What follows belongs to an exercise in optimizing a design on an open flow for small area, a short achievable clock period and few clock cycles; a production flow would make more cautious choices.
Function was checked by simulation only, so behaviour that the tests miss may differ from the original.
Power figures rest on the tool's default switching activity, not on a simulated workload.

==> try-garnet <==
==> flow/design.v (excerpt) <==
module mcb_core #(
    parameter EDGE_DEPTH = 32,              
    parameter AW         = 5                
) (
    input  wire        clk,
    input  wire        rst,
    input  wire        cmd_valid,
    output wire        cmd_ready,
    input  wire [63:0] cmd_data,
    output wire        evt_valid,
    input  wire        evt_ready,
    output wire [63:0] evt_data,
    output wire        irq
);
    localparam [1:0] LV_LOW = 2'd0, LV_MID = 2'd1, LV_HIGH = 2'd2;
    localparam [1:0] CH_EMPTY = 2'd0, CH_OPEN = 2'd1, CH_CLOSED = 2'd2, CH_FAILED = 2'd3;
    localparam [2:0] AS_IDLE = 3'd0, AS_LEN = 3'd1, AS_DATA = 3'd2, AS_SUM = 3'd3, AS_END = 3'd4;
    localparam [3:0] OP_NOP = 4'h0, OP_SAMPLE = 4'h1, OP_CLOSE = 4'h2, OP_QUERY = 4'h3,
                     OP_DECODE = 4'h4, OP_ASM_BYTE = 4'h5, OP_ASM_CLEAR = 4'h6,
                     OP_EDGE_RD = 4'h7, OP_CSR_RD = 4'h8, OP_CSR_WR = 4'h9, OP_CLEAR = 4'hA;
    localparam [7:0] E_ILLEGAL_OP = 8'h01, E_RSVD_NONZERO = 8'h02, E_BAD_LEVEL = 8'h03,
  ...
Settings: LEC_CHECK=0, ABC_AREA=1, CAP_MARGIN=30, CORE_MARGIN=2, CORE_UTILIZATION=50, CTS_CLUSTER_DIAMETER=60, CTS_CLUSTER_SIZE=30, SETUP_SLACK_MARGIN=5, SLEW_MARGIN=30; clock period 12.0 ns.
run.sh (not shown) runs the stock make flow with config.mk's settings and CLKGATE_MAP_FILE= SYNTH_SCRIPT=/design/flow/synth_recipe.tcl, a recipe that flattens the netlist after the stock synthesis.
==> try-yarrow (differences from try-garnet) <==
--- a/flow/design.v
+++ b/flow/design.v
@@ -529,12 +529,15 @@
                 case (em)
                     EM_HDR:  ev_data = {4'h5, f_type, f_marker, f_len, f_sum, f_start};
                     EM_DATA: ev_data = {4'h6, 44'd0, f_ptr, fd};
                     default: ev_data = {4'h7, 20'd0, a_v, bytes_scanned};
                 endcase
             end
+        end else if (a_pend && as_emit) begin
+            ev_push = ev_room;
+            ev_data = {4'h5, f_type, f_marker, f_len, f_sum, f_start};
         end else begin
             case (st)
                 ST_IDLE: if (exec) begin
                     if (!ok) begin
                         ev_push = ctrl[2];
                         ev_data = {4'hE, op, err_code, w_t};
@@ -954,13 +957,14 @@
                         if (frame_ok) begin
                             frames_found <= inc32(frames_found);
                             isr[5]       <= 1'b1;
                             if (ctrl[1]) begin
                                 bytes_scanned <= bytes_scanned;
                                 f_ptr         <= 8'd0;
-                                em            <= EM_HDR;
+                                em            <= !ev_room ? EM_HDR :
+                                                 (f_len == 8'd0) ? EM_END : EM_DATA;
                             end
                         end else begin
                             frames_dropped <= inc32(frames_dropped);
                             isr[6]         <= 1'b1;
                         end
                     end
Settings changed: CORE_UTILIZATION 50 to 45, PLACE_DENSITY set to 0.75.
==> run notes <==
quantity	try-garnet	try-yarrow
Run status	complete, no violations	complete, but fails checks
Violated checks	-	max-capacitance violations, max-slew violations
Share of the synthesized area in the top cell type	57.2%	57.3%
Instance count of the mapped netlist	32.7k	32.6k
Period Utilization, post-route	62.4%	63.8%
Worst VDD drop	0.000170 V	0.000175 V
Slack of the critical path	4510 ps	4350 ps
Final standard cell count with taps included and fillers excluded	42.3k	43.0k
Synth Area in Compound Gates	14.9%	15.0%
Total Die Area	667000 um2	740000 um2
Placed Instance Area	346000 um2	346000 um2
Detailed-route via count	279k	286k
Chip height	817 um	860 um
Highest achievable clock rate	0.133 GHz	0.131 GHz
Smallest hold slack	462 ps	451 ps
Clock-cell share of area	5.35%	5.17%
Number of antenna violations at the first check in global routing	160	187
Max stage delay on crit path	520 ps	510 ps
Testbench counts of try-garnet, summed over its fixed seeds: cycles 6,997.
Testbench counts of try-yarrow, summed over its fixed seeds: cycles 6,978.

========
==> job 7896: inputs <==
mcb_core with an RTL version that a note above also has.
## mcb_core
module mcb_core #(
    parameter EDGE_DEPTH = 32,              
    parameter AW         = 5                
) (
    input  wire        clk,
    input  wire        rst,
    input  wire        cmd_valid,
    output wire        cmd_ready,
    input  wire [63:0] cmd_data,
    output wire        evt_valid,
    input  wire        evt_ready,
    output wire [63:0] evt_data,
    output wire        irq
);
    localparam [1:0] LV_LOW = 2'd0, LV_MID = 2'd1, LV_HIGH = 2'd2;
    localparam [1:0] CH_EMPTY = 2'd0, CH_OPEN = 2'd1, CH_CLOSED = 2'd2, CH_FAILED = 2'd3;
    localparam [2:0] AS_IDLE = 3'd0, AS_LEN = 3'd1, AS_DATA = 3'd2, AS_SUM = 3'd3, AS_END = 3'd4;
    localparam [3:0] OP_NOP = 4'h0, OP_SAMPLE = 4'h1, OP_CLOSE = 4'h2, OP_QUERY = 4'h3,
                     OP_DECODE = 4'h4, OP_ASM_BYTE = 4'h5, OP_ASM_CLEAR = 4'h6,
                     OP_EDGE_RD = 4'h7, OP_CSR_RD = 4'h8, OP_CSR_WR = 4'h9, OP_CLEAR = 4'hA;
    localparam [7:0] E_ILLEGAL_OP = 8'h01, E_RSVD_NONZERO = 8'h02, E_BAD_LEVEL = 8'h03,
                     E_CH_NOT_OPEN = 8'h04, E_OUT_OF_ORDER = 8'h05, E_EMPTY_CHANNEL = 8'h06,
                     E_EDGE_OVERFLOW = 8'h07, E_NOT_READY = 8'h08, E_NOT_CONFIGURED = 8'h09,
                     E_BAD_CSR = 8'h0A, E_CSR_READ_ONLY = 8'h0B, E_BAD_CSR_VALUE = 8'h0C,
                     E_INDEX_RANGE = 8'h0D, E_ASM_TIME_ORDER = 8'h0E;
    localparam [1:0] ST_IDLE = 2'd0, ST_DEC = 2'd2;
    localparam [1:0] EM_NONE = 2'd0, EM_HDR = 2'd1, EM_DATA = 2'd2, EM_END = 2'd3;
    reg  [2:0]  ctrl;
    reg  [31:0] bit_ticks;
    reg  [3:0]  data_bits;
    reg  [1:0]  stop_short;
    reg  [1:0]  stop_long;
    reg  [15:0] resync_bp;
    reg  [7:0]  end_marker;
  ...
make LEC_CHECK=0 ABC_AREA=1 CAP_MARGIN=30 CORE_MARGIN=2 CORE_UTILIZATION=45 CTS_CLUSTER_DIAMETER=60 CTS_CLUSTER_SIZE=30 SETUP_SLACK_MARGIN=5 SLEW_MARGIN=30 TNS_END_PERCENT=0 finish   # period 12.0 ns
==> job 2343 (differences from job 7896) <==
CORE_UTILIZATION = 55   (was 45)
PLACE_DENSITY = 0.75   (was unset)
TNS_END_PERCENT = unset   (was 0)
==> job 8263 (differences from job 7896) <==
--- a/flow/design.v
+++ b/flow/design.v
@@ -462,24 +462,18 @@
     wire [49:0] cursor_x = add50({2'b00, d_s}, {14'd0, (dir_b_f ? cs_long : cs_short)}, 1'b0);
     wire [48:0] cursor_f = cursor_x[48:0];
     wire        a1 = c1_pend && c1e_ok && (p1n < ch_count[1]) && le50({2'b00, c1e_t}, {1'b0, d_u0[49:1]});
     wire [49:0] du_a = add50(du2, bt2, 1'b0);
     wire [49:0] du_b = add50(du2, bt4, 1'b0);
     wire        w_go     = !d_bit && !d_hold && v0;
-    wire        ge0      = le50({1'b0, d_cursor}, {2'b00, nx_t});
-    wire        ge1      = le50({1'b0, d_cursor}, {2'b00, n1_t});
-    wire        w_st0    = (d_quirk == 2'd0) && prev_hi && (nx_l != LV_HIGH) && ge0;
-    wire        w_st1    = (d_quirk != 2'd2) && v1 && (nx_l == LV_HIGH) && (n1_l != LV_HIGH) && ge1;
+    wire        w_st0    = (d_quirk == 2'd0) && prev_hi && (nx_l != LV_HIGH) &&
+                           le50({1'b0, d_cursor}, {2'b00, nx_t});
+    wire        w_st1    = (d_quirk != 2'd2) && v1 && (nx_l == LV_HIGH) && (n1_l != LV_HIGH) &&
+                           le50({1'b0, d_cursor}, {2'b00, n1_t});
     wire        w_done   = !d_bit && !d_hold && !v0;
-    wire        f0       = (adv == 2'd0) && v0 && (lv_fin == LV_HIGH) && (nx_l != LV_HIGH) && ge0;
-    wire        f1       = (adv == 2'd0) && v1 && (nx_l == LV_HIGH) && (n1_l != LV_HIGH) && ge1;
-    wire        f2       = (adv == 2'd1) && v1 && (lv_fin == LV_HIGH) && (n1_l != LV_HIGH) && ge1;
-    wire        fold     = r_fin && adv_nxt[1] && (f0 || f1 || f2);
-    wire        fold_j1  = !f0;
-    wire [1:0]  sh_bit   = fold ? (fold_j1 ? 2'd2 : 2'd1) : adv;
-    wire [47:0] w_s      = d_bit ? (fold_j1 ? n1_t : nx_t) : (w_st0 ? nx_t : n1_t);
+    wire [47:0] w_s      = w_st0 ? nx_t : n1_t;
     wire [49:0] bt3_x    = add50({17'd0, w_dat, 1'b0}, {18'd0, w_dat}, 1'b0);
     wire [49:0] bt5_x    = add50({16'd0, w_dat, 2'b00}, {18'd0, w_dat}, 1'b0);
     wire [49:0] u_first  = add50({1'b0, w_s, 1'b0}, {16'd0, bt3}, 1'b0);
     wire [49:0] u_second = add50({1'b0, w_s, 1'b0}, {15'd0, bt5}, 1'b0);
     wire [49:0] bt2      = {17'd0, bit_ticks, 1'b0};
     wire [49:0] bt4      = {16'd0, bit_ticks, 2'b0};
@@ -529,15 +523,12 @@
                 case (em)
                     EM_HDR:  ev_data = {4'h5, f_type, f_marker, f_len, f_sum, f_start};
                     EM_DATA: ev_data = {4'h6, 44'd0, f_ptr, fd};
                     default: ev_data = {4'h7, 20'd0, a_v, bytes_scanned};
                 endcase
             end
-        end else if (a_pend && as_emit) begin
-            ev_push = ev_room;
-            ev_data = {4'h5, f_type, f_marker, f_len, f_sum, f_start};
         end else begin
             case (st)
                 ST_IDLE: if (exec) begin
                     if (!ok) begin
                         ev_push = ctrl[2];
                         ev_data = {4'hE, op, err_code, w_t};
@@ -647,14 +638,14 @@
                 end
             end
             wb_v   <= mem_we;
             wb_ch  <= w_ch;
             wb_idx <= mem_idx;
             if (wb_v) begin
-                if (wb_ch) emem1[wb_idx] <= {ch_last_l[1], ch_last_t[1]};
-                else       emem0[wb_idx] <= {ch_last_l[0], ch_last_t[0]};
+                if (wb_ch) emem1[wb_idx] <= wb_d;
+                else       emem0[wb_idx] <= wb_d;
             end
             if (exec) begin
                 if (!ok) begin
                     last_err <= {op, err_code};
                     isr[0]   <= 1'b1;
                     if (err_fatal) begin
@@ -791,19 +782,16 @@
                 c1e_ok <= !a1;
                 if (a1) begin
                     p1n  <= p1n + 1'b1;
                     p1_rows <= rows(p1n[AW-1:0] + 1'b1);
                     cur1 <= c1e_l;
                 end else begin
-                    if (c1e_ok && c1_pend) begin
-                        c1_pend  <= 1'b0;
-                        d_cursor <= cursor_f;
-                    end
+                    if (c1e_ok) c1_pend <= 1'b0;
                 end
                 if (d_bit) begin
-                    case (sh_bit)
+                    case (adv)
                         2'd1: begin
                             q    <= q1;
                             qa   <= qa1;
                             qa_rows <= rows(qa1[AW-1:0]);
                             nx_t <= n1_t;
                             nx_l <= n1_l;
@@ -831,12 +819,13 @@
                     if (r_one || r_two) begin
                         d_val <= val_f;
                         d_lp0 <= lp0_f;
                         d_ls  <= ls_f;
                     end
                     if (r_fin) begin
+                        d_cursor      <= cursor_f;
                         bytes_decoded <= inc32(bytes_decoded);
                         if (ls_f == LV_HIGH) begin
                             ambig_count <= inc32(ambig_count);
                             isr[3]      <= 1'b1;
                         end
                         if (lp0_f == LV_HIGH) begin
@@ -849,24 +838,12 @@
                         a_big  <= big_now;
                         a_v    <= val_f;
                         a_pend <= 1'b1;
                         prev_hi <= (lv_fin == LV_HIGH);
                         d_bit   <= 1'b0;
                         d_hold  <= !adv_nxt[1];
-                        if (fold) begin
-                            d_s     <= w_s;
-                            d_bi    <= 4'd0;
-                            d_val   <= 8'd0;
-                            du1     <= u_first;
-                            du2     <= u_second;
-                            d_u0    <= u_first;
-                            c1_pend <= 1'b1;
-                            d_adv   <= 2'd0;
-                            d_bit   <= 1'b1;
-                            d_hold  <= 1'b0;
-                        end
                     end else if (r_two) begin
                         d_bi <= d_bi + 4'd2;
                         du1  <= du_a;
                         du2  <= du_b;
                     end else if (r_one) begin
                         d_bi <= bi1;
@@ -957,14 +934,13 @@
                         if (frame_ok) begin
                             frames_found <= inc32(frames_found);
                             isr[5]       <= 1'b1;
                             if (ctrl[1]) begin
                                 bytes_scanned <= bytes_scanned;
                                 f_ptr         <= 8'd0;
-                                em            <= !ev_room ? EM_HDR :
-                                                 (f_len == 8'd0) ? EM_END : EM_DATA;
+                                em            <= EM_HDR;
                             end
                         end else begin
                             frames_dropped <= inc32(frames_dropped);
                             isr[6]         <= 1'b1;
                         end
                     end
==> flow/flow/run.sh (new file) <==
#!/bin/bash
set -euo pipefail
bash standard.sh SETUP_SLACK_MARGIN=7 finish > layout.log 2>&1
==> flow/standard.sh (new file) <==
#!/bin/bash
# synth_recipe.tcl (not shown) runs the flow's synth.tcl, then flattens the netlist and writes it again
# the make line also repeats each setting of config.mk as NAME=value (left out here)
make -C /OpenROAD-flow-scripts/flow DESIGN_CONFIG=/design/flow/config.mk WORK_HOME=/design/flow/orfs CLKGATE_MAP_FILE= SYNTH_SCRIPT=/design/flow/synth_recipe.tcl "${@:-finish}"
SETUP_SLACK_MARGIN = unset   (was 5)
TNS_END_PERCENT = unset   (was 0)
removed: flow/run.sh
==> run notes <==
| quantity | job 2343 | job 7896 | job 8263 |
|---|---|---|---|
| Run status | timing/DRC/antenna clean | timing/DRC/antenna clean | complete, but fails checks |
| Layout check failures | - | - | max-capacitance violations, max-slew violations |
| Max transition margin | 14.7% | 13.3% | -2.01% |
| Post-Route Utilization | 62.3% | 51.1% | 57.8% |
| Placed wire-length estimate after detailed placement | 1060 mm | 1110 mm | 1150 mm |
| Xor and xnor fraction of the mapped netlist area | 1.01% | 1.01% | 0.903% |
| Final Power | 52.8 mW | 53.7 mW | 59.1 mW |
| Hold worst-path end | frames_found[31] | frames_found[19] | frames_found[31] |
| Starting density of the core | 55.2% | 45.1% | 45.1% |
| Detailed Routing Iterations Pass 1 | 12 | 10 | 14 |
| Number of gates given a new drive strength after cts | 544 | 378 | 4,200 |
| Final estimated routing congestion in global placement | 1.11 | 1.04 | 1.07 |
| Sequential cell area fraction in the yosys report | 60.5% | 60.5% | 60.7% |
| Die area | 606,000 sq um | 740,000 sq um | 738,000 sq um |
| R2r worst-path depth | 50 | 22 | 39 |
| # clk buffers | 589 | 628 | 620 |
| Max Fanout on Critical Path | 4 | 78 | 33 |
| Worst-case register-to-register setup slack | 4.38 ns | 4.18 ns | 5.43 ns |
| Post-synthesis compound-gate area fraction | 15.0% | 15.0% | 14.5% |
| TritonCTS buffer count | 544 | 575 | 582 |
| Final wirelength | 1520 mm | 1560 mm | 1830 mm |
| Met2 Routed Length | 590 mm | 643 mm | 740 mm |
| Wire length the detailed router placed on met1 | 502 mm | 572 mm | 596 mm |
Testbench counts of job 7896, summed over its fixed seeds: cycles 6,978.
Testbench counts of job 2343, summed over its fixed seeds: cycles 6,978.
Testbench counts of job 8263, summed over its fixed seeds: cycles 7,185.

========
==> run A <==
Another version of the RTL of mcb_core (not shown whole).
## mcb_core
module mcb_core #(
    parameter EDGE_DEPTH = 32,              
    parameter AW         = 5                
) (
    input  wire        clk,
    input  wire        rst,
    input  wire        cmd_valid,
    output wire        cmd_ready,
    input  wire [63:0] cmd_data,
    output wire        evt_valid,
    input  wire        evt_ready,
    output wire [63:0] evt_data,
    output wire        irq
);
export LEC_CHECK = 0
export ABC_AREA = 1
export CAP_MARGIN = 30
export CORE_MARGIN = 2
export CORE_UTILIZATION = 45
export CTS_CLUSTER_DIAMETER = 60
export CTS_CLUSTER_SIZE = 30
export SETUP_SLACK_MARGIN = 5
export SLEW_MARGIN = 30
create_clock -name core_clock -period 12.0 [get_ports {clk}]
Stock flow here: none of the scripts above is used.
==> run P: changes against run A <==
--- a/flow/design.v
+++ b/flow/design.v
@@ -212,52 +212,72 @@
     genvar gk;
     generate
         for (gk = 0; gk < 8; gk = gk + 1) begin : g_qok
             assign q_ok[gk] = qc[gk] && (c_count > 4 * gk + 3);
         end
     endgenerate
     wire [3:0]  q_r = q_ok[7] ? 4'd8 : q_ok[6] ? 4'd7 : q_ok[5] ? 4'd6 : q_ok[4] ? 4'd5 :
                       q_ok[3] ? 4'd4 : q_ok[2] ? 4'd3 : q_ok[1] ? 4'd2 : q_ok[0] ? 4'd1 : 4'd0;
-    reg [AW-1:0] ra0, ra1;
+    function [11:0] rows;
+        input [AW-1:0] a;
+        begin
+            rows[2:0]  = a[4:2] + (a[1:0] > 2'd0);
+            rows[5:3]  = a[4:2] + (a[1:0] > 2'd1);
+            rows[8:6]  = a[4:2] + (a[1:0] > 2'd2);
+            rows[11:9] = a[4:2];
+        end
+    endfunction
+    reg  [11:0] w_rows;          
+    reg         w_isq;           
+    reg  [11:0] qa_rows;         
+    reg  [11:0] p1_rows;         
+    reg [1:0]  rot0, rot1;
+    reg [11:0] rw0, rw1;
     always @(*) begin
         case (st)
-            ST_DEC:  ra0 = qa[AW-1:0];
-            default: ra0 = (op == OP_QUERY) ? {q_r[2:0], 2'b00} : w_dat[AW-1:0];
+            ST_DEC:  begin rot0 = qa[1:0]; rw0 = qa_rows; end
+            default: begin
+                rot0 = w_isq ? 2'd0 : w_dat[1:0];
+                rw0  = w_isq ? {4{q_r[2:0]}} : w_rows;
+            end
         endcase
         case (st)
-            ST_DEC:  ra1 = p1n[AW-1:0];
-            default: ra1 = (op == OP_QUERY) ? {q_r[2:0], 2'b00} : w_dat[AW-1:0];
+            ST_DEC:  begin rot1 = p1n[1:0]; rw1 = p1_rows; end
+            default: begin
+                rot1 = w_isq ? 2'd0 : w_dat[1:0];
+                rw1  = w_isq ? {4{q_r[2:0]}} : w_rows;
+            end
         endcase
     end
-    wire [2:0]  r0_0 = ra0[4:2];
-    wire [2:0]  r0_1 = ra0[4:2] + (ra0[1:0] > 2'd1);
-    wire [2:0]  r0_2 = ra0[4:2] + (ra0[1:0] > 2'd2);
-    wire [2:0]  r0_3 = ra0[4:2];
-    wire [2:0]  r1_0 = ra1[4:2] + (ra1[1:0] > 2'd0);
-    wire [2:0]  r1_1 = ra1[4:2] + (ra1[1:0] > 2'd1);
-    wire [2:0]  r1_2 = ra1[4:2] + (ra1[1:0] > 2'd2);
-    wire [2:0]  r1_3 = ra1[4:2];
-    wire [49:0] b0_0 = emem0[{r0_0 + (ra0[1:0] > 2'd0), 2'd0}];
+    wire [2:0]  r0_0 = rw0[2:0];
+    wire [2:0]  r0_1 = rw0[5:3];
+    wire [2:0]  r0_2 = rw0[8:6];
+    wire [2:0]  r0_3 = rw0[11:9];
+    wire [2:0]  r1_0 = rw1[2:0];
+    wire [2:0]  r1_1 = rw1[5:3];
+    wire [2:0]  r1_2 = rw1[8:6];
+    wire [2:0]  r1_3 = rw1[11:9];
+    wire [49:0] b0_0 = emem0[{r0_0, 2'd0}];
     wire [49:0] b0_1 = emem0[{r0_1, 2'd1}];
     wire [49:0] b0_2 = emem0[{r0_2, 2'd2}];
     wire [49:0] b0_3 = emem0[{r0_3, 2'd3}];
     wire [49:0] b1_0 = emem1[{r1_0, 2'd0}];
     wire [49:0] b1_1 = emem1[{r1_1, 2'd1}];
     wire [49:0] b1_2 = emem1[{r1_2, 2'd2}];
     wire [49:0] b1_3 = emem1[{r1_3, 2'd3}];
     reg  [49:0] rd0, rd0b, rd1;
     always @(*) begin
-        case (ra0[1:0])
+        case (rot0)
             2'd0: begin rd0 = b0_0; rd0b = b0_1; end
             2'd1: begin rd0 = b0_1; rd0b = b0_2; end
             2'd2: begin rd0 = b0_2; rd0b = b0_3; end
             default: begin rd0 = b0_3; rd0b = b0_0; end
         endcase
-        case (ra1[1:0])
+        case (rot1)
             2'd0: rd1 = b1_0;
             2'd1: rd1 = b1_1;
             2'd2: rd1 = b1_2;
             default: rd1 = b1_3;
         endcase
     end
     wire csr_mapped = (w_csr <= 8'h04) || (w_csr >= 8'h08 && w_csr <= 8'h1D);
     wire csr_ro     = (w_csr == 8'h00) || (w_csr == 8'h10) || (w_csr >= 8'h13 && w_csr <= 8'h1D);
@@ -591,16 +611,18 @@
                 evt_data_q  <= sk_v ? sk_d : ev_data;
                 sk_v        <= 1'b0;
             end else begin
                 if (!sk_v) sk_d <= ev_data;
                 if (ev_push) sk_v <= 1'b1;
             end
             if (cmd_fire) begin
                 w   <= cmd_data;
+                w_rows <= rows(cmd_data[AW-1:0]);
+                w_isq  <= (cmd_data[63:60] == OP_QUERY);
                 qc  <= qc_nxt;
                 w_v <= 1'b1;
             end else if (exec) begin
                 w_v <= 1'b0;
             end
             if (mul_busy) begin
                 case (mul_ph)
                     2'd0: tol      <= mul_sum[47:0];
@@ -664,16 +686,18 @@
                             ambig_count     <= 32'd0;
                             bit0_count      <= 32'd0;
                             d_cursor        <= 49'd0;
                             d_bit           <= 1'b0;
                             d_hold          <= 1'b0;
                             d_quirk         <= 2'd0;
                             q               <= 1;
                             qa              <= 4;
+                            qa_rows         <= rows(5'd4);
+                            p1_rows         <= rows(5'd0);
                             nx_t            <= emem0[1][47:0];
                             nx_l            <= emem0[1][49:48];
                             n1_t            <= emem0[2][47:0];
                             n1_l            <= emem0[2][49:48];
                             n2_t            <= emem0[3][47:0];
                             n2_l            <= emem0[3][49:48];
                             prev_hi         <= (emem0[0][49:48] == LV_HIGH);
                             p1n             <= 0;
@@ -753,36 +777,39 @@
                 end
             end
             if (st == ST_DEC) begin
                 c1e_t  <= rd1[47:0];
                 c1e_l  <= rd1[49:48];
                 c1e_ok <= !a1;
                 if (a1) begin
                     p1n  <= p1n + 1'b1;
+                    p1_rows <= rows(p1n[AW-1:0] + 1'b1);
                     cur1 <= c1e_l;
                 end else begin
                     if (c1e_ok) c1_pend <= 1'b0;
                 end
                 if (d_bit) begin
                     case (adv)
                         2'd1: begin
                             q    <= q1;
                             qa   <= qa1;
+                            qa_rows <= rows(qa1[AW-1:0]);
                             nx_t <= n1_t;
                             nx_l <= n1_l;
                             n1_t <= n2_t;
                             n1_l <= n2_l;
                             n2_t <= rd0[47:0];
                             n2_l <= rd0[49:48];
                             cur0 <= nx_l;
                         end
                         2'd2: begin
                             q    <= q2;
                             qa   <= qa2;
+                            qa_rows <= rows(qa2[AW-1:0]);
                             nx_t <= n2_t;
                             nx_l <= n2_l;
                             n1_t <= rd0[47:0];
                             n1_l <= rd0[49:48];
                             n2_t <= rd0b[47:0];
                             n2_l <= rd0b[49:48];
                             cur0 <= n1_l;
                         end
@@ -826,26 +853,28 @@
                 end else if (d_hold) begin
                     d_hold  <= 1'b0;
                     d_quirk <= !as_emit ? 2'd0 : (d_adv == 2'd0) ? 2'd2 : 2'd1;
                 end else if (v0) begin
                     d_quirk <= 2'd0;
                     if (w_st0) begin
                         q    <= q1;
                         qa   <= qa1;
+                            qa_rows <= rows(qa1[AW-1:0]);
                         nx_t <= n1_t;
                         nx_l <= n1_l;
                         n1_t <= n2_t;
                         n1_l <= n2_l;
                         n2_t <= rd0[47:0];
                         n2_l <= rd0[49:48];
                         cur0 <= nx_l;
                     end else begin
                         q       <= q2;
                         qa      <= qa2;
+                        qa_rows <= rows(qa2[AW-1:0]);
                         nx_t    <= n2_t;
                         nx_l    <= n2_l;
                         n1_t    <= rd0[47:0];
                         n1_l    <= rd0[49:48];
                         n2_t    <= rd0b[47:0];
                         n2_l    <= rd0b[49:48];
                         cur0    <= n1_l;
                         prev_hi <= (n1_l == LV_HIGH);
==> run X: changes against run A <==
--- a/flow/design.v
+++ b/flow/design.v
@@ -212,52 +212,72 @@
     genvar gk;
     generate
         for (gk = 0; gk < 8; gk = gk + 1) begin : g_qok
             assign q_ok[gk] = qc[gk] && (c_count > 4 * gk + 3);
         end
     endgenerate
     wire [3:0]  q_r = q_ok[7] ? 4'd8 : q_ok[6] ? 4'd7 : q_ok[5] ? 4'd6 : q_ok[4] ? 4'd5 :
                       q_ok[3] ? 4'd4 : q_ok[2] ? 4'd3 : q_ok[1] ? 4'd2 : q_ok[0] ? 4'd1 : 4'd0;
-    reg [AW-1:0] ra0, ra1;
+    function [11:0] rows;
+        input [AW-1:0] a;
+        begin
+            rows[2:0]  = a[4:2] + (a[1:0] > 2'd0);
+            rows[5:3]  = a[4:2] + (a[1:0] > 2'd1);
+            rows[8:6]  = a[4:2] + (a[1:0] > 2'd2);
+            rows[11:9] = a[4:2];
+        end
+    endfunction
+    reg  [11:0] w_rows;          
+    reg         w_isq;           
+    reg  [11:0] qa_rows;         
+    reg  [11:0] p1_rows;         
+    reg [1:0]  rot0, rot1;
+    reg [11:0] rw0, rw1;
     always @(*) begin
         case (st)
-            ST_DEC:  ra0 = qa[AW-1:0];
-            default: ra0 = (op == OP_QUERY) ? {q_r[2:0], 2'b00} : w_dat[AW-1:0];
+            ST_DEC:  begin rot0 = qa[1:0]; rw0 = qa_rows; end
+            default: begin
+                rot0 = w_isq ? 2'd0 : w_dat[1:0];
+                rw0  = w_isq ? {4{q_r[2:0]}} : w_rows;
+            end
         endcase
         case (st)
-            ST_DEC:  ra1 = p1n[AW-1:0];
-            default: ra1 = (op == OP_QUERY) ? {q_r[2:0], 2'b00} : w_dat[AW-1:0];
+            ST_DEC:  begin rot1 = p1n[1:0]; rw1 = p1_rows; end
+            default: begin
+                rot1 = w_isq ? 2'd0 : w_dat[1:0];
+                rw1  = w_isq ? {4{q_r[2:0]}} : w_rows;
+            end
         endcase
     end
-    wire [2:0]  r0_0 = ra0[4:2];
-    wire [2:0]  r0_1 = ra0[4:2] + (ra0[1:0] > 2'd1);
-    wire [2:0]  r0_2 = ra0[4:2] + (ra0[1:0] > 2'd2);
-    wire [2:0]  r0_3 = ra0[4:2];
-    wire [2:0]  r1_0 = ra1[4:2] + (ra1[1:0] > 2'd0);
-    wire [2:0]  r1_1 = ra1[4:2] + (ra1[1:0] > 2'd1);
-    wire [2:0]  r1_2 = ra1[4:2] + (ra1[1:0] > 2'd2);
-    wire [2:0]  r1_3 = ra1[4:2];
-    wire [49:0] b0_0 = emem0[{r0_0 + (ra0[1:0] > 2'd0), 2'd0}];
+    wire [2:0]  r0_0 = rw0[2:0];
+    wire [2:0]  r0_1 = rw0[5:3];
+    wire [2:0]  r0_2 = rw0[8:6];
+    wire [2:0]  r0_3 = rw0[11:9];
+    wire [2:0]  r1_0 = rw1[2:0];
+    wire [2:0]  r1_1 = rw1[5:3];
+    wire [2:0]  r1_2 = rw1[8:6];
+    wire [2:0]  r1_3 = rw1[11:9];
+    wire [49:0] b0_0 = emem0[{r0_0, 2'd0}];
     wire [49:0] b0_1 = emem0[{r0_1, 2'd1}];
     wire [49:0] b0_2 = emem0[{r0_2, 2'd2}];
     wire [49:0] b0_3 = emem0[{r0_3, 2'd3}];
     wire [49:0] b1_0 = emem1[{r1_0, 2'd0}];
     wire [49:0] b1_1 = emem1[{r1_1, 2'd1}];
     wire [49:0] b1_2 = emem1[{r1_2, 2'd2}];
     wire [49:0] b1_3 = emem1[{r1_3, 2'd3}];
     reg  [49:0] rd0, rd0b, rd1;
     always @(*) begin
-        case (ra0[1:0])
+        case (rot0)
             2'd0: begin rd0 = b0_0; rd0b = b0_1; end
             2'd1: begin rd0 = b0_1; rd0b = b0_2; end
             2'd2: begin rd0 = b0_2; rd0b = b0_3; end
             default: begin rd0 = b0_3; rd0b = b0_0; end
         endcase
-        case (ra1[1:0])
+        case (rot1)
             2'd0: rd1 = b1_0;
             2'd1: rd1 = b1_1;
             2'd2: rd1 = b1_2;
             default: rd1 = b1_3;
         endcase
     end
     wire csr_mapped = (w_csr <= 8'h04) || (w_csr >= 8'h08 && w_csr <= 8'h1D);
     wire csr_ro     = (w_csr == 8'h00) || (w_csr == 8'h10) || (w_csr >= 8'h13 && w_csr <= 8'h1D);
@@ -440,22 +460,28 @@
                            (mul_ph == 2'd1) ? cb_short[mul_i[1:0]] : cb_long[mul_i[1:0]];
     wire [49:0] mul_sum  = add50({1'b0, mul_acc, 1'b0}, mul_bit ? {18'd0, bit_ticks} : 50'd0, 1'b0);
     wire [49:0] cursor_x = add50({2'b00, d_s}, {14'd0, (dir_b_f ? cs_long : cs_short)}, 1'b0);
     wire [48:0] cursor_f = cursor_x[48:0];
     wire        a1 = c1_pend && c1e_ok && (p1n < ch_count[1]) && le50({2'b00, c1e_t}, {1'b0, d_u0[49:1]});
     wire [49:0] du_a = add50(du2, bt2, 1'b0);
     wire [49:0] du_b = add50(du2, bt4, 1'b0);
     wire        w_go     = !d_bit && !d_hold && v0;
-    wire        w_st0    = (d_quirk == 2'd0) && prev_hi && (nx_l != LV_HIGH) &&
-                           le50({1'b0, d_cursor}, {2'b00, nx_t});
-    wire        w_st1    = (d_quirk != 2'd2) && v1 && (nx_l == LV_HIGH) && (n1_l != LV_HIGH) &&
-                           le50({1'b0, d_cursor}, {2'b00, n1_t});
+    wire        ge0      = le50({1'b0, d_cursor}, {2'b00, nx_t});
+    wire        ge1      = le50({1'b0, d_cursor}, {2'b00, n1_t});
+    wire        w_st0    = (d_quirk == 2'd0) && prev_hi && (nx_l != LV_HIGH) && ge0;
+    wire        w_st1    = (d_quirk != 2'd2) && v1 && (nx_l == LV_HIGH) && (n1_l != LV_HIGH) && ge1;
     wire        w_done   = !d_bit && !d_hold && !v0;
-    wire [47:0] w_s      = w_st0 ? nx_t : n1_t;
+    wire        f0       = (adv == 2'd0) && v0 && (lv_fin == LV_HIGH) && (nx_l != LV_HIGH) && ge0;
+    wire        f1       = (adv == 2'd0) && v1 && (nx_l == LV_HIGH) && (n1_l != LV_HIGH) && ge1;
+    wire        f2       = (adv == 2'd1) && v1 && (lv_fin == LV_HIGH) && (n1_l != LV_HIGH) && ge1;
+    wire        fold     = r_fin && adv_nxt[1] && (f0 || f1 || f2);
+    wire        fold_j1  = !f0;
+    wire [1:0]  sh_bit   = fold ? (fold_j1 ? 2'd2 : 2'd1) : adv;
+    wire [47:0] w_s      = d_bit ? (fold_j1 ? n1_t : nx_t) : (w_st0 ? nx_t : n1_t);
     wire [49:0] bt3_x    = add50({17'd0, w_dat, 1'b0}, {18'd0, w_dat}, 1'b0);
     wire [49:0] bt5_x    = add50({16'd0, w_dat, 2'b00}, {18'd0, w_dat}, 1'b0);
     wire [49:0] u_first  = add50({1'b0, w_s, 1'b0}, {16'd0, bt3}, 1'b0);
     wire [49:0] u_second = add50({1'b0, w_s, 1'b0}, {15'd0, bt5}, 1'b0);
     wire [49:0] bt2      = {17'd0, bit_ticks, 1'b0};
     wire [49:0] bt4      = {16'd0, bit_ticks, 2'b0};
     wire [47:0] big_t     = (st == ST_DEC) ? d_s : w_t;
     wire [49:0] big_gx    = add50({2'b00, big_t}, {2'b11, ~as_prev_t}, 1'b1);
@@ -501,16 +527,19 @@
             if (ev_room) begin
                 ev_push = 1'b1;
                 case (em)
                     EM_HDR:  ev_data = {4'h5, f_type, f_marker, f_len, f_sum, f_start};
                     EM_DATA: ev_data = {4'h6, 44'd0, f_ptr, fd};
                     default: ev_data = {4'h7, 20'd0, a_v, bytes_scanned};
                 endcase
             end
+        end else if (a_pend && as_emit) begin
+            ev_push = ev_room;
+            ev_data = {4'h5, f_type, f_marker, f_len, f_sum, f_start};
         end else begin
             case (st)
                 ST_IDLE: if (exec) begin
                     if (!ok) begin
                         ev_push = ctrl[2];
                         ev_data = {4'hE, op, err_code, w_t};
                     end else if (op == OP_EDGE_RD) begin
                         ev_push = 1'b1;
@@ -591,16 +620,18 @@
                 evt_data_q  <= sk_v ? sk_d : ev_data;
                 sk_v        <= 1'b0;
             end else begin
                 if (!sk_v) sk_d <= ev_data;
                 if (ev_push) sk_v <= 1'b1;
             end
             if (cmd_fire) begin
                 w   <= cmd_data;
+                w_rows <= rows(cmd_data[AW-1:0]);
+                w_isq  <= (cmd_data[63:60] == OP_QUERY);
                 qc  <= qc_nxt;
                 w_v <= 1'b1;
             end else if (exec) begin
                 w_v <= 1'b0;
             end
             if (mul_busy) begin
                 case (mul_ph)
                     2'd0: tol      <= mul_sum[47:0];
@@ -614,18 +645,18 @@
                 end else begin
                     mul_i <= mul_i - 1'b1;
                 end
             end
             wb_v   <= mem_we;
             wb_ch  <= w_ch;
             wb_idx <= mem_idx;
             if (wb_v) begin
-                if (wb_ch) emem1[wb_idx] <= wb_d;
-                else       emem0[wb_idx] <= wb_d;
+                if (wb_ch) emem1[wb_idx] <= {ch_last_l[1], ch_last_t[1]};
+                else       emem0[wb_idx] <= {ch_last_l[0], ch_last_t[0]};
             end
             if (exec) begin
                 if (!ok) begin
                     last_err <= {op, err_code};
                     isr[0]   <= 1'b1;
                     if (err_fatal) begin
                         ch_state[w_ch] <= CH_FAILED;
                         isr[1 + w_ch]  <= 1'b1;
@@ -664,16 +695,18 @@
                             ambig_count     <= 32'd0;
                             bit0_count      <= 32'd0;
                             d_cursor        <= 49'd0;
                             d_bit           <= 1'b0;
                             d_hold          <= 1'b0;
                             d_quirk         <= 2'd0;
                             q               <= 1;
                             qa              <= 4;
+                            qa_rows         <= rows(5'd4);
+                            p1_rows         <= rows(5'd0);
                             nx_t            <= emem0[1][47:0];
                             nx_l            <= emem0[1][49:48];
                             n1_t            <= emem0[2][47:0];
                             n1_l            <= emem0[2][49:48];
                             n2_t            <= emem0[3][47:0];
                             n2_l            <= emem0[3][49:48];
                             prev_hi         <= (emem0[0][49:48] == LV_HIGH);
                             p1n             <= 0;
@@ -753,36 +786,42 @@
                 end
             end
             if (st == ST_DEC) begin
                 c1e_t  <= rd1[47:0];
                 c1e_l  <= rd1[49:48];
                 c1e_ok <= !a1;
                 if (a1) begin
                     p1n  <= p1n + 1'b1;
+                    p1_rows <= rows(p1n[AW-1:0] + 1'b1);
                     cur1 <= c1e_l;
                 end else begin
-                    if (c1e_ok) c1_pend <= 1'b0;
+                    if (c1e_ok && c1_pend) begin
+                        c1_pend  <= 1'b0;
+                        d_cursor <= cursor_f;
+                    end
                 end
                 if (d_bit) begin
-                    case (adv)
+                    case (sh_bit)
                         2'd1: begin
                             q    <= q1;
                             qa   <= qa1;
+                            qa_rows <= rows(qa1[AW-1:0]);
                             nx_t <= n1_t;
                             nx_l <= n1_l;
                             n1_t <= n2_t;
                             n1_l <= n2_l;
                             n2_t <= rd0[47:0];
                             n2_l <= rd0[49:48];
                             cur0 <= nx_l;
                         end
                         2'd2: begin
                             q    <= q2;
                             qa   <= qa2;
+                            qa_rows <= rows(qa2[AW-1:0]);
                             nx_t <= n2_t;
                             nx_l <= n2_l;
                             n1_t <= rd0[47:0];
                             n1_l <= rd0[49:48];
                             n2_t <= rd0b[47:0];
                             n2_l <= rd0b[49:48];
                             cur0 <= n1_l;
                         end
@@ -790,17 +829,16 @@
                     endcase
                     d_adv <= adv_nxt;
                     if (r_one || r_two) begin
                         d_val <= val_f;
                         d_lp0 <= lp0_f;
                         d_ls  <= ls_f;
                     end
                     if (r_fin) begin
-                        d_cursor      <= cursor_f;
                         bytes_decoded <= inc32(bytes_decoded);
                         if (ls_f == LV_HIGH) begin
                             ambig_count <= inc32(ambig_count);
                             isr[3]      <= 1'b1;
                         end
                         if (lp0_f == LV_HIGH) begin
                             bit0_count <= inc32(bit0_count);
                             isr[4]     <= 1'b1;
@@ -809,16 +847,28 @@
                         as_prev_dir <= dir_b_f;
                         a_ddir <= (dir_b_f != as_prev_dir);
                         a_big  <= big_now;
                         a_v    <= val_f;
                         a_pend <= 1'b1;
                         prev_hi <= (lv_fin == LV_HIGH);
                         d_bit   <= 1'b0;
                         d_hold  <= !adv_nxt[1];
+                        if (fold) begin
+                            d_s     <= w_s;
+                            d_bi    <= 4'd0;
+                            d_val   <= 8'd0;
+                            du1     <= u_first;
+                            du2     <= u_second;
+                            d_u0    <= u_first;
+                            c1_pend <= 1'b1;
+                            d_adv   <= 2'd0;
+                            d_bit   <= 1'b1;
+                            d_hold  <= 1'b0;
+                        end
                     end else if (r_two) begin
                         d_bi <= d_bi + 4'd2;
                         du1  <= du_a;
                         du2  <= du_b;
                     end else if (r_one) begin
                         d_bi <= bi1;
                         du1  <= du2;
                         du2  <= du_a;
@@ -826,26 +876,28 @@
                 end else if (d_hold) begin
                     d_hold  <= 1'b0;
                     d_quirk <= !as_emit ? 2'd0 : (d_adv == 2'd0) ? 2'd2 : 2'd1;
                 end else if (v0) begin
                     d_quirk <= 2'd0;
                     if (w_st0) begin
                         q    <= q1;
                         qa   <= qa1;
+                            qa_rows <= rows(qa1[AW-1:0]);
                         nx_t <= n1_t;
                         nx_l <= n1_l;
                         n1_t <= n2_t;
                         n1_l <= n2_l;
                         n2_t <= rd0[47:0];
                         n2_l <= rd0[49:48];
                         cur0 <= nx_l;
                     end else begin
                         q       <= q2;
                         qa      <= qa2;
+                        qa_rows <= rows(qa2[AW-1:0]);
                         nx_t    <= n2_t;
                         nx_l    <= n2_l;
                         n1_t    <= rd0[47:0];
                         n1_l    <= rd0[49:48];
                         n2_t    <= rd0b[47:0];
                         n2_l    <= rd0b[49:48];
                         cur0    <= n1_l;
                         prev_hi <= (n1_l == LV_HIGH);
@@ -903,17 +955,18 @@
                     default: begin   
                         as_state <= AS_IDLE;
                         if (frame_ok) begin
                             frames_found <= inc32(frames_found);
                             isr[5]       <= 1'b1;
                             if (ctrl[1]) begin
                                 bytes_scanned <= bytes_scanned;
                                 f_ptr         <= 8'd0;
-                                em            <= EM_HDR;
+                                em            <= !ev_room ? EM_HDR :
+                                                 (f_len == 8'd0) ? EM_END : EM_DATA;
                             end
                         end else begin
                             frames_dropped <= inc32(frames_dropped);
                             isr[6]         <= 1'b1;
                         end
                     end
                 endcase
             end
Settings changed: ABC_AREA 1 to default.
==> comparison table <==
	run A	run P	run X
Peak fanout along the critical path	27	16	4
Slew HR	0.163	0.118	0.0921
Multiplexer share of the synthesized area	0.00220	0.00399	0.0884
Detailed placement HPWL	1150 mm	1160 mm	1460 mm
Finished Core Util	0.512	0.507	0.530
Pre-CTS setup slack	2.71 ns	3.31 ns	1.28 ns
Sequential cell area	199000 sq um	200000 sq um	200000 sq um
Source of the critical timing path	w[45]	w[25]	du2[19]
Slowest stage cell, crit path	o211ai_1	inv_1	a221oi_4
Status	timing/DRC/antenna clean	timing/DRC/antenna clean	timing/DRC/antenna clean
Antenna diode count	168	232	448
Peak clock frequency supported by timing	0.137 GHz	0.138 GHz	0.110 GHz
Placed standard-cell area	343000 sq um	346000 sq um	350000 sq um
Share of the final layout cell area in sequential cells	0.537	0.539	0.525
Final worst path period share	0.607	0.606	0.761
Reg-to-reg endpoint	evt_data_q[3]	ch_state[0][0]	evt_data_q[49]
Worst Max-Slew Pin Slew	1.26 ns	1.31 ns	1.36 ns
Buf/Inv on CP	6	6	46
Final Net Count	33100	33100	27800
Clock transition at path regs	0.08 ns	0.07 ns	0.09 ns
Post-cts resize count	430	175	734
Final worst hold slack	0.436 ns	0.447 ns	0.459 ns
Testbench counts of run A, summed over its fixed seeds: cycles 7,185.
Testbench counts of run P, summed over its fixed seeds: cycles 7,185.
Testbench counts of run X, summed over its fixed seeds: cycles 6,978.

## what the ideal ports hide
Ports are ideal in the flow. The routed layouts listed here were re-timed in OpenROAD.
Step 1 sets driving cells, clkbuf_16 on the clock port and buf_2 on the other inputs (assumed; they add their load-dependent delay and slew).
Step 2 times the ports against the registers' clock, not the clock port: input delays grow and output delays shrink by t, the midpoint of the rising clock arrivals with the driver on.
Three values: ideal, step 1, step 2; two values: the first two.
| run | t (ns) | setup WS [ns] | worst register clock-pin slew, ns |
|---|---|---|---|
| try-garnet | 1.288 | 4.507 / 4.507 / 3.721 | 0.10 / 0.10 |
| try-yarrow | 1.313 | 4.350 / 4.350 / 3.512 | 0.11 / 0.11 |
| job 7896 | 1.318 | 4.183 / 4.183 / 3.071 | 0.11 / 0.11 |
| job 2343 | 1.286 | 4.381 / 4.381 / 3.266 | 0.11 / 0.11 |
| job 8263 | 1.372 | 5.434 / 5.434 / 4.880 | 0.11 / 0.11 |
| run A | 1.361 | 4.715 / 4.715 / 3.849 | 0.11 / 0.11 |
| run P | 1.340 | 4.733 / 4.733 / 3.770 | 0.11 / 0.11 |
| run X | 1.370 | 2.869 / 2.869 / 2.869 | 0.11 / 0.11 |
The setup slack of job 2343, which loses most, moves by 0.000 ns with the drivers and by -1.115 ns with both steps.
